This design comes from an exercise in tuning for small area, a short achievable clock period and few clock cycles on the open sky130 flow, not from production work.
The RTL was checked by simulation tests, not by an equivalence proof against the original design.
No activity file was given, so power comes from the tool's default toggle rates.

Design ccb, start of the top module:
module ccb (
    input  wire         clk,
    input  wire         rst,
    input  wire         cmd_valid,
    output reg          cmd_ready,
    input  wire [31:0]  cmd_data,
    output reg          rsp_valid,
    output reg  [2:0]   rsp_status,
    output reg  [31:0]  rsp_value,
    input  wire         edge_valid,
    input  wire [31:0]  edge_data,
    input  wire [29:0]  pin_i,
    input  wire [63:0]  time_i,
    output reg          ev_valid,
    output reg          ev_pulse,
    output reg  [2:0]   ev_ch,
    output reg  [15:0]  ev_val,
    output wire [127:0] duty_o,
    output reg  [29:0]  pin_oe,
    output reg  [89:0]  pin_ch,
    output wire         err_o
);
    localparam [4:0] OP_RESET = 5'h01, OP_ISINIT = 5'h02, OP_SETLED = 5'h03,
                     OP_SETSNS = 5'h04, OP_SETPOL = 5'h05, OP_SETPOLL = 5'h06,
                     OP_GETPOLL = 5'h07, OP_STEST = 5'h08, OP_PROCESS = 5'h09,
                     OP_EDGE = 5'h0A, OP_GEDGE = 5'h0B, OP_DRAIN = 5'h0C,
                     OP_RESOLVE = 5'h0D, OP_RETARGET = 5'h0E, OP_TICK = 5'h0F,
                     OP_POLL = 5'h10;
    localparam [1:0] S_IDLE = 2'd0, S_OPS = 2'd1, S_EXEC = 2'd2, S_EMIT = 2'd3;
    localparam [1:0] M_CUR = 2'd0, M_ZERO = 2'd1, M_PCUR = 2'd2, M_WZ = 2'd3;
    function automatic [11:0] dec125(input [4:0] n);
        case (n)
            5'd0:  dec125 = 12'd0;    5'd1:  dec125 = 12'd125;
            5'd2:  dec125 = 12'd250;  5'd3:  dec125 = 12'd375;
            5'd4:  dec125 = 12'd500;  5'd5:  dec125 = 12'd625;
            5'd6:  dec125 = 12'd750;  5'd7:  dec125 = 12'd875;
            5'd8:  dec125 = 12'd1000; 5'd9:  dec125 = 12'd1125;
            5'd10: dec125 = 12'd1250; 5'd11: dec125 = 12'd1375;
            5'd12: dec125 = 12'd1500; 5'd13: dec125 = 12'd1625;
            5'd14: dec125 = 12'd1750; 5'd15: dec125 = 12'd1875;
            5'd16: dec125 = 12'd2000; 5'd17: dec125 = 12'd2125;
            5'd18: dec125 = 12'd2250; 5'd19: dec125 = 12'd2375;
            5'd20: dec125 = 12'd2500; 5'd21: dec125 = 12'd2625;
            5'd22: dec125 = 12'd2750; 5'd23: dec125 = 12'd2875;
            5'd24: dec125 = 12'd3000; 5'd25: dec125 = 12'd3125;
            default: dec125 = 12'bx;
        endcase
    endfunction
  ...
Size: about 1100 flip-flops, roughly 68000 sq um of cells after synthesis.
clock: 14.0 ns
lec_check: 0
abc_clock_period_in_ps: 3000
cap_margin: 20
cell_pad_in_sites_detail_placement: 1
cell_pad_in_sites_global_placement: 1
core_margin: 2
core_utilization: 40
slew_margin: 20
standard.sh (not shown) runs the stock make flow with config.mk's settings and CLKGATE_MAP_FILE= SYNTH_SCRIPT=/design/flow/synth_recipe.tcl, a recipe that flattens the netlist after the stock synthesis.
==> flow/flow/run.sh <==
#!/bin/bash
# Standard layout, with timing repair aimed well below the design's period.
set -euo pipefail
bash standard.sh SETUP_SLACK_MARGIN=9 finish > standard_flow.log 2>&1
The baseline completed without violations.
Testbench counts at the start, summed over its fixed seeds: cycles 30,149.
==> next run, changes <==
==> flow/flow/run.sh (replaced) <==
#!/bin/bash
# Standard layout, with timing repair aimed well below the design's period.
set -euo pipefail
bash standard.sh SETUP_SLACK_MARGIN=10 finish > standard_flow.log 2>&1
- CORE_UTILIZATION: 40 -> 55
With this change the flow aborted during global routing (5_1_grt) (GRT-0232).
Synthesized area does not change.
Synthesized cell count stays the same.

Setup of the reference run:
Another version of the RTL of ccb (not shown whole).
clock: 14.0 ns
lec_check: 0
abc_clock_period_in_ps: 3000
cap_margin: 20
cell_pad_in_sites_detail_placement: 1
cell_pad_in_sites_global_placement: 1
core_margin: 2
core_utilization: 40
slew_margin: 20
==> flow/flow/run.sh <==
#!/bin/bash
# Standard layout, with timing repair aimed well below the design's period
# and plain buffers (instead of delay cells) on the ports.
set -euo pipefail
bash standard.sh SETUP_SLACK_MARGIN=9 "BUFFER_PORTS_ARGS=-buffer_cell sky130_fd_sc_hd__buf_2" finish > standard_flow.log 2>&1
The reference run reached the end of the flow, and the finished layout is clean on the timing, DRC and antenna checks.
Testbench counts of the reference run, summed over its fixed seeds: cycles 30,149.
Input-level comparison between the trial run and the reference run:
Settings: CTS_BUF_LIST: unset -> sky130_fd_sc_hd__clkbuf_8.
==> flow/flow/run.sh <==
#!/bin/bash
# Standard layout, with timing repair aimed well below the design's period
# and plain buffers (instead of delay cells) on the ports.
set -euo pipefail
bash standard.sh SETUP_SLACK_MARGIN=9.6 "BUFFER_PORTS_ARGS=-buffer_cell sky130_fd_sc_hd__buf_2" finish > standard_flow.log 2>&1
--- outcome ---
- The trial run -> the reference run: H-tree depth reported by CTS delta 0, exact match
- Going from the reference run to the trial run, fraction of area in multi-input gates grows by 0.56 points.
- Looking at the reports, the trial run completed the entire flow and the layout it produced met the timing, DRC and antenna checks.
- The final layout from the reference run, which completed every stage, passed the timing, DRC and antenna checks at the end of the flow.
- In the trial run, the pin slew with the least headroom to its limit came out 0.076 ns above the value in the reference run.
- On hold slack, the trial run and the reference run are neck and neck.
- Of the two values seen for launching element of the worst setup path, cmd_data[5] was produced by the reference run and rsp_status[1]$_DFFE_PN_ by the trial run.
- Looking at total power, the trial run sits 0.33 mW lower than the reference run does.
- Of the trial run and the reference run, the run reporting the lower average routed wire per standard cell was the trial run.
- For the cell count along the critical path, the trial run came in 10 lower than the reference run did.
- Cmp the trial run and the reference run / design area / higher: the trial run
- The trial run vs the reference run: part of the cycle the worst path needs down

ccb again, from the RTL that the note above started with.
==> flow/config.mk <==
export PLATFORM = sky130hd
export DESIGN_NAME = ccb
export DESIGN_NICKNAME = ccb
export VERILOG_FILES = /design/flow/design.v
export SDC_FILE = /design/flow/constraint.sdc
export NUM_CORES = 4
export LEC_CHECK = 0
export ABC_CLOCK_PERIOD_IN_PS = 3000
export CAP_MARGIN = 20
export CELL_PAD_IN_SITES_DETAIL_PLACEMENT = 1
export CELL_PAD_IN_SITES_GLOBAL_PLACEMENT = 1
export CORE_MARGIN = 2
export CORE_UTILIZATION = 40
export CTS_BUF_LIST = sky130_fd_sc_hd__clkbuf_8
export SLEW_MARGIN = 20
export TNS_END_PERCENT = 10
==> flow/constraint.sdc <==
create_clock -name core_clock -period 14.0 [get_ports {clk}]
set_input_delay 2.8000 -clock core_clock [delete_from_list [all_inputs] [get_ports {clk}]]
set_output_delay 2.8000 -clock core_clock [all_outputs]
set_load 0.01 [all_outputs]
==> flow/flow/run.sh <==
#!/bin/bash
# Standard layout, with timing repair aimed well below the design's period
# and plain buffers (instead of delay cells) on the ports.
set -euo pipefail
bash standard.sh SETUP_SLACK_MARGIN=9.5 "BUFFER_PORTS_ARGS=-buffer_cell sky130_fd_sc_hd__buf_2" finish > standard_flow.log 2>&1
Testbench counts at the start, summed over its fixed seeds: cycles 30,149.
==> next run, changes <==
- TNS_END_PERCENT: 10 -> not set
- power rose by 0.90%
- clock-buffer cell count rose by 23
- non-clock buffer count fell by 2

## afterwards: timing with drivers on the ports
No port has a modelled driver above. Below, the same layouts with a new extraction and two added sets of constraints.
Step 1 assumes that a clkbuf_16 drives the clock port and a buf_2 every other input.
Step 2, shift: input delay + t, output delay - t, t = (earliest + latest rising clock arrival at the registers) / 2. This alone moves slack from input paths to output paths.
a / b / c = ideal ports / drivers / drivers and shift; a / b = the first two.
run	t, ns	setup WS [ns]	hold slack, ns	worst register clock-pin slew, ns	pins driven straight from the clock port
the first run of note 1	0.877	8.919 / 8.980 / 8.103	0.457 / 0.457 / 0.457	0.06 / 0.06	1
the reference run	0.887	9.019 / 9.024 / 8.137	0.478 / 0.478 / 0.478	0.07 / 0.07	1
the trial run	1.082	9.488 / 9.392 / 8.534	0.480 / 0.480 / 0.480	0.07 / 0.07	1
the first run of note 3	1.067	9.401 / 9.376 / 8.368	0.466 / 0.466 / 0.466	0.08 / 0.08	1
the second run of note 3	1.050	9.462 / 9.376 / 8.401	0.477 / 0.477 / 0.477	0.07 / 0.07	1
After both steps setup and hold are still met in every run listed. For the second run of note 3, which loses most, drivers alone change the setup slack by -0.086 ns; drivers and shift together by -1.061 ns.
